Source: an optimization exercise on an open RTL-to-GDS flow (aim: small area). Production flows keep margins and buffers that such runs may drop.
Only simulation tests tie the RTL to the original design; equivalence was not proved.
The flow treats the clock pin as an ideal source, which a real chip does not have.
Power is estimated from default activity; no workload was simulated.

==> flow/design.v <==
module spi_majority (
    input  wire a,
    input  wire b,
    input  wire c,
    output wire y
);
    assign y = (a & b) | (a & c) | (b & c);
endmodule
module drv_spi_transport (
    input  wire         clk,
    input  wire         rst,
    input  wire [7:0]   cmd_valid,
    input  wire [191:0] cmd_data,
    output wire [7:0]   cmd_ready,
    output wire [7:0]   rsp_valid,
    output wire [135:0] rsp_data,
    input  wire [7:0]   rsp_ready,
    output wire         ready,
    output wire         busy,
    output wire         sck,
    output wire         mosi,
    output wire         cs_n,
    input  wire         miso
);
    localparam [2:0] ST_IDLE  = 3'd0,
                     ST_GAP   = 3'd1,
                     ST_START = 3'd2,
                     ST_CSL   = 3'd3,
                     ST_BITS  = 3'd4,
                     ST_CSH   = 3'd5,
                     ST_DONE  = 3'd6;
    reg  [2:0]  st;
    reg  [3:0]  cb;           
    reg  [3:0]  cp;           
    reg         rdy_r;        
    reg         rd;           
    reg         pr;           
    reg  [2:0]  owner;        
    reg         s1, s2;       
    wire [4:0]  cu = {owner, s1, s2};
    reg         mosi_r;
    reg  [7:0]  req_v, rsp_v;
    reg  [15:0] q [0:7];
    wire st_idle  = (st == ST_IDLE);
    wire st_bits  = (st == ST_BITS);
    wire st_done  = (st == ST_DONE);
    assign ready = rdy_r;
    assign busy  = !(st_idle || st == ST_GAP);
    assign cs_n  = !(st_bits || st == ST_CSH);
    assign sck   = st_bits && (cp >= 4'd2) && (cp <= 4'd6);
    assign mosi  = mosi_r;
    wire settled = (owner == 3'd7);
    wire settle  = st_idle && !rdy_r && !settled;
    wire inc     = settle || st_bits;
    wire p_wrap  = (cp == 4'd14);
    wire cu_inc  = settle && p_wrap && (cb == 4'd15);
    wire [4:0] cu_next = cu + 5'd1;
    wire last_bit_step = st_bits && p_wrap && (cb == 4'd15);
    wire [7:0]  q15, q0, qz;
    wire [7:0]  dec8 = 8'd1 << owner;
    wire        oq15 = |(q15 & dec8);
    wire        oz   = |(qz & dec8);
    reg init_bit;
    always @(*) begin
        case (cb)
            4'd2, 4'd4, 4'd5, 4'd8, 4'd9: init_bit = 1'b1;
            default: init_bit = 1'b0;
        endcase
    end
    wire fbit = !rdy_r ? init_bit :
                (rd && (cb >= 4'd5)) ? (cb >= 4'd9) : oq15;
    wire maj;
    spi_majority u_maj (.a(s1), .b(s2), .c(miso), .y(maj));
    wire shin = rd && (pr ? oq15 : maj);
    wire shift = st_bits && (cp == 4'd9) && rdy_r;
    wire post  = st_done && !pr && rdy_r;
    wire [7:0] legal = req_v & ~rsp_v & ~(q15 & q0);
    wire       grant = st_idle && rdy_r && (|legal);
    function [2:0] pe8(input [7:0] x);
        begin
            casez (x)
                8'b???????1: pe8 = 3'd0;
                8'b??????10: pe8 = 3'd1;
                8'b?????100: pe8 = 3'd2;
                8'b????1000: pe8 = 3'd3;
                8'b???10000: pe8 = 3'd4;
                8'b??100000: pe8 = 3'd5;
                8'b?1000000: pe8 = 3'd6;
                default:     pe8 = 3'd7;
            endcase
        end
    endfunction
    wire [7:0] above = ~(8'hFF >> (3'd7 - owner));
    wire [7:0] hi    = legal & above;
    wire [2:0] grant_id = (|hi) ? pe8(hi) : pe8(legal);
    wire       bo = busy && rdy_r;
    wire init_idle  = st_idle && !rdy_r && settled;
    wire init_issue = init_idle && (mosi_r || !rd);
    always @(posedge clk) begin
        if (rst) begin
            st     <= ST_IDLE;
            cb     <= 4'd2;
            cp     <= 4'd10;
            rdy_r  <= 1'b0;
            owner  <= 3'd1;
            s1     <= 1'b1;
            s2     <= 1'b1;
            mosi_r <= 1'b1;
        end else begin
            if (inc) begin
                cp <= p_wrap ? 4'd0 : cp + 4'd1;
                if (p_wrap)
                    cb <= cb + 4'd1;
            end
            if (init_idle && !mosi_r && rd)
                rdy_r <= 1'b1;
            if (st_bits && cp == 4'd0)
                mosi_r <= fbit;
            if (grant)
                owner <= grant_id;
            else if (cu_inc)
                owner <= cu_next[4:2];
            if (cu_inc) begin
                s1 <= cu_next[1];
                s2 <= cu_next[0];
            end else begin
                if (st_bits && cp == 4'd7) s1 <= miso;
                if (st_bits && cp == 4'd8) s2 <= miso;
            end
            case (st)
                ST_IDLE:  if (init_issue || grant) st <= ST_START;
                ST_GAP:   st <= ST_IDLE;
                ST_START: st <= ST_CSL;
                ST_CSL:   st <= ST_BITS;
                ST_BITS:  if (last_bit_step) st <= ST_CSH;
                ST_CSH:   st <= ST_DONE;
                ST_DONE:  st <= pr ? ST_CSL : (!rdy_r && !rd) ? ST_GAP : ST_IDLE;
                default:  st <= ST_IDLE;
            endcase
        end
    end
    always @(posedge clk) begin
        if (st == ST_START) begin
            rd <= rdy_r ? oq15 : !mosi_r;
            pr <= rdy_r && oq15 && !oz;
        end else if (st_done) begin
            pr <= 1'b0;
        end
    end
    genvar g;
    generate
        for (g = 0; g < 8; g = g + 1) begin : g_cl
            wire [23:0] c   = cmd_data[24*g +: 24];
            wire        c_rd  = (c[23:20] == 4'h1);
            wire        c_wr  = (c[23:20] == 4'h2);
            wire        dec   = dec8[g];
            wire        empty = !req_v[g] && !rsp_v[g];
            wire        wi    = req_v[g] && !rsp_v[g] && q15[g] && q0[g] && !(bo && dec);
            assign cmd_ready[g] = !rst && empty;
            assign rsp_valid[g] = rsp_v[g];
            assign rsp_data[17*g +: 17] = {req_v[g], q[g]};
            assign q15[g] = q[g][15];
            assign q0[g]  = q[g][0];
            assign qz[g]  = (q[g][14:11] == 4'd0);
            wire sh   = shift && dec;
            wire keep = !empty && !sh && !wi;
            always @(posedge clk) begin
                if (rst) begin
                    req_v[g] <= 1'b0;
                    rsp_v[g] <= 1'b0;
                end else begin
                    if (cmd_valid[g] && empty)
                        req_v[g] <= 1'b1;
                    else if ((post && dec) || (rsp_v[g] && rsp_ready[g]))
                        req_v[g] <= 1'b0;
                    if (wi || (post && dec))
                        rsp_v[g] <= 1'b1;
                    else if (rsp_ready[g])
                        rsp_v[g] <= 1'b0;
                end
                q[g] <= ({16{empty}} & {!c_wr, c[19:16], c[10:1], !c_rd && (c[0] || !c_wr)}) |
                        ({16{sh}}    & {q[g][14:0], shin}) |
                        ({16{keep}}  & q[g]);
            end
        end
    endgenerate
endmodule
clock: 10.0 ns
lec_check: 0
cap_margin: 0
core_margin: 2
core_utilization: 30
gpl_timing_driven: 0
slew_margin: 0
standard.sh (not shown) runs the stock make flow with config.mk's settings and CLKGATE_MAP_FILE= SYNTH_SCRIPT=/design/flow/synth_recipe.tcl, a recipe that flattens the netlist after the stock synthesis.
==> flow/flow/run.sh <==
#!/bin/bash
# The standard ORFS layout (standard.sh), with these changes:
# - synthesis is the standard one except that ABC maps the logic with an
#   area-oriented script (flow/abc_area.script: the same &dch / &nf mapping,
#   with the delay target relaxed, and no buffering or up-sizing). Only the
#   ABC script differs, so the registers, their names and their cells are
#   the standard synthesis's;
# - after floorplan, any buffers synthesis inserted are removed and
#   combinational cells are swapped for the smallest cell of the same
#   function (flow/downsize.tcl); later repair steps fix any slew or
#   capacitance violation this leaves;
# - the placement and global-route repair steps may use only small buffers
#   (flow/small_bufs.tcl);
# - the port buffers use the smallest buffer cell, buf_1, instead of the
#   default clkdlybuf4s50_1;
# - the clock tree uses buf_6 cells (smaller than clkbuf_8, and still within
#   the clock-pin slew limit here) and no dummy loads; after CTS, leaf
#   clock buffers driving at most 10 flip-flops become buf_4
#   (flow/cts_leaf.tcl).
set -euo pipefail
rm -rf scripts_area
cp -r "$FLOW_HOME/scripts" scripts_area
cp flow/abc_area.script scripts_area/abc_speed.script
SCRIPTS_DIR="$PWD/scripts_area" bash standard.sh synth > synth_flow.log 2>&1

export POST_FLOORPLAN_TCL="$PWD/flow/downsize.tcl"
export PRE_RESIZE_TCL="$PWD/flow/small_bufs.tcl"
export PRE_GLOBAL_ROUTE_TCL="$PWD/flow/small_bufs.tcl"
export BUFFER_PORTS_ARGS="-buffer_cell sky130_fd_sc_hd__buf_1"
export POST_CTS_TCL="$PWD/flow/cts_leaf.tcl"
export CTS_ARGS="-sink_clustering_enable -repair_clock_nets -buf_list sky130_fd_sc_hd__buf_6 -dont_use_dummy_load"
bash standard.sh > standard_flow.log 2>&1
==> flow/flow/cts_leaf.tcl <==
set n_swapped 0
foreach inst [get_cells *] {
  if {[get_property $inst ref_name] ne "sky130_fd_sc_hd__buf_6"} { continue }
  set net [get_nets -of_objects [get_pins -of_objects $inst -filter "direction==output"]]
  set sinks [get_pins -of_objects $net -filter "direction==input"]
  set all_clk 1
  foreach p $sinks {
    if {[get_property $p name] ne "CLK"} { set all_clk 0 }
  }
  if {$all_clk && [llength $sinks] <= 10} {
    replace_cell $inst sky130_fd_sc_hd__buf_4
    incr n_swapped
  }
}
puts "cts_leaf: swapped $n_swapped clock buffers"
estimate_parasitics -placement
==> flow/flow/small_bufs.tcl <==
# Keep the placement and global-route repair steps to small buffers: with
# the larger ones marked don't-use there, repair_design fixes the few
# high-fanout nets with buf_1/buf_2 buffers and by sizing the drivers up.
# (The clock tree, built in its own step, is not affected.)
set_dont_use {
  sky130_fd_sc_hd__buf_4 sky130_fd_sc_hd__buf_6 sky130_fd_sc_hd__buf_8
  sky130_fd_sc_hd__buf_12 sky130_fd_sc_hd__buf_16
  sky130_fd_sc_hd__clkbuf_4 sky130_fd_sc_hd__clkbuf_8 sky130_fd_sc_hd__clkbuf_16
  sky130_fd_sc_hd__bufbuf_8 sky130_fd_sc_hd__bufbuf_16
}
Other scripts of this flow, unchanged in this note and not shown: flow/flow/abc_area.script, flow/flow/downsize.tcl
The starting point completed with no timing, DRC or antenna violations.
Change:
--- a/flow/flow/cts_leaf.tcl
+++ b/flow/flow/cts_leaf.tcl
@@ -9,3 +9,3 @@
   }
-  if {$all_clk && [llength $sinks] <= 10} {
+  if {!$all_clk || [llength $sinks] <= 10} {
     replace_cell $inst sky130_fd_sc_hd__buf_4
--- a/flow/config.mk
+++ b/flow/config.mk
@@ -9,3 +9,3 @@
 export CORE_MARGIN = 2
-export CORE_UTILIZATION = 30
+export CORE_UTILIZATION = 45
 export GPL_TIMING_DRIVEN = 0
Result: Worst hold slack gets worse by 0.0094 ns; sequential cell count is unchanged; setup slack gets better by 0.22 ns; die area decreases by a quarter to a third.
Change:
--- a/flow/flow/run.sh
+++ b/flow/flow/run.sh
@@ -11,4 +11,2 @@
 #   capacitance violation this leaves;
-# - the placement and global-route repair steps may use only small buffers
-#   (flow/small_bufs.tcl);
 # - the port buffers use the smallest buffer cell, buf_1, instead of the
@@ -16,5 +14,3 @@
 # - the clock tree uses buf_6 cells (smaller than clkbuf_8, and still within
-#   the clock-pin slew limit here) and no dummy loads; after CTS, leaf
-#   clock buffers driving at most 10 flip-flops become buf_4
-#   (flow/cts_leaf.tcl).
+#   the clock-pin slew limit here) and no dummy loads.
 set -euo pipefail
@@ -26,6 +22,3 @@
 export POST_FLOORPLAN_TCL="$PWD/flow/downsize.tcl"
-export PRE_RESIZE_TCL="$PWD/flow/small_bufs.tcl"
-export PRE_GLOBAL_ROUTE_TCL="$PWD/flow/small_bufs.tcl"
 export BUFFER_PORTS_ARGS="-buffer_cell sky130_fd_sc_hd__buf_1"
-export POST_CTS_TCL="$PWD/flow/cts_leaf.tcl"
 export CTS_ARGS="-sink_clustering_enable -repair_clock_nets -buf_list sky130_fd_sc_hd__buf_6 -dont_use_dummy_load"
--- a/flow/config.mk
+++ b/flow/config.mk
@@ -7,6 +7,6 @@
 export LEC_CHECK = 0
-export CAP_MARGIN = 0
+export CAP_MARGIN = 20
 export CORE_MARGIN = 2
-export CORE_UTILIZATION = 45
+export CORE_UTILIZATION = 30
 export GPL_TIMING_DRIVEN = 0
-export SLEW_MARGIN = 0
+export SLEW_MARGIN = 20
removed: flow/flow/cts_leaf.tcl
removed: flow/flow/small_bufs.tcl
Result: Non-clock buffer count goes up by 11. Clock skew stays flat. Worst hold slack improves by 0.0079 ns. Routed wire length goes up by a little under a tenth.
Change:
--- a/flow/flow/run.sh
+++ b/flow/flow/run.sh
@@ -11,2 +11,4 @@
 #   capacitance violation this leaves;
+# - the placement and global-route repair steps may use only small buffers
+#   (flow/small_bufs.tcl);
 # - the port buffers use the smallest buffer cell, buf_1, instead of the
@@ -14,3 +16,5 @@
 # - the clock tree uses buf_6 cells (smaller than clkbuf_8, and still within
-#   the clock-pin slew limit here) and no dummy loads.
+#   the clock-pin slew limit here) and no dummy loads; after CTS, leaf
+#   clock buffers driving at most 10 flip-flops become buf_4
+#   (flow/cts_leaf.tcl).
 set -euo pipefail
@@ -22,3 +26,6 @@
 export POST_FLOORPLAN_TCL="$PWD/flow/downsize.tcl"
+export PRE_RESIZE_TCL="$PWD/flow/small_bufs.tcl"
+export PRE_GLOBAL_ROUTE_TCL="$PWD/flow/small_bufs.tcl"
 export BUFFER_PORTS_ARGS="-buffer_cell sky130_fd_sc_hd__buf_1"
+export POST_CTS_TCL="$PWD/flow/cts_leaf.tcl"
 export CTS_ARGS="-sink_clustering_enable -repair_clock_nets -buf_list sky130_fd_sc_hd__buf_6 -dont_use_dummy_load"
==> flow/flow/cts_leaf.tcl (new file) <==
set n_swapped 0
foreach inst [get_cells *] {
  if {[get_property $inst ref_name] ne "sky130_fd_sc_hd__buf_6"} { continue }
  set net [get_nets -of_objects [get_pins -of_objects $inst -filter "direction==output"]]
  set sinks [get_pins -of_objects $net -filter "direction==input"]
  set all_clk 1
  foreach p $sinks {
    if {[get_property $p name] ne "CLK"} { set all_clk 0 }
  }
  if {$all_clk && [llength $sinks] <= 10} {
    replace_cell $inst sky130_fd_sc_hd__buf_4
    incr n_swapped
  }
}
puts "cts_leaf: swapped $n_swapped clock buffers"
estimate_parasitics -placement
==> flow/flow/small_bufs.tcl (new file) <==
# Keep the placement and global-route repair steps to small buffers: with
# the larger ones marked don't-use there, repair_design fixes the few
# high-fanout nets with buf_1/buf_2 buffers and by sizing the drivers up.
# (The clock tree, built in its own step, is not affected.)
set_dont_use {
  sky130_fd_sc_hd__buf_4 sky130_fd_sc_hd__buf_6 sky130_fd_sc_hd__buf_8
  sky130_fd_sc_hd__buf_12 sky130_fd_sc_hd__buf_16
  sky130_fd_sc_hd__clkbuf_4 sky130_fd_sc_hd__clkbuf_8 sky130_fd_sc_hd__clkbuf_16
  sky130_fd_sc_hd__bufbuf_8 sky130_fd_sc_hd__bufbuf_16
}
--- a/flow/config.mk
+++ b/flow/config.mk
@@ -7,6 +7,7 @@
 export LEC_CHECK = 0
-export CAP_MARGIN = 20
+export CAP_MARGIN = 0
 export CORE_MARGIN = 2
-export CORE_UTILIZATION = 30
+export CORE_UTILIZATION = 45
 export GPL_TIMING_DRIVEN = 0
-export SLEW_MARGIN = 20
+export PLACE_DENSITY = 0.75
+export SLEW_MARGIN = 0
Synthesized area does not change. Clock power falls by 12%. Total power falls by 3.6%.

==> afterwards: timing with drivers on the ports <==
The flow's constraints put no driver on any port. The routed layouts listed below were extracted and timed again, unchanged, in two steps.
Step 1, drivers: a clkbuf_16 drives clk and a buf_2 each remaining input, both assumed.
Step 2 times the ports against the registers' clock, not the clock port: input delays grow and output delays shrink by t, the midpoint of the rising clock arrivals with the driver on.
Slacks: ideal / step 1 / step 2; pairs: ideal / step 1.
run	t (ns)	setup WS [ns]	hold slack, ns	latest minus earliest clock arrival (ns)	worst data-port slew with drivers (ns)
the first run	0.433	4.795 / 4.771 / 4.771	0.496 / 0.496 / 0.496	0.041 / 0.041	0.07
the second run	0.507	5.011 / 4.987 / 4.987	0.487 / 0.487 / 0.487	0.046 / 0.046	0.06
the third run	0.457	5.199 / 5.174 / 5.174	0.495 / 0.495 / 0.495	0.043 / 0.044	0.07
the fourth run	0.443	5.010 / 4.983 / 4.983	0.501 / 0.501 / 0.501	0.045 / 0.044	0.06
After both steps every run listed still meets setup and hold. The setup slack of the fourth run, which loses most, moves by -0.027 ns with the drivers and by -0.027 ns with both steps.
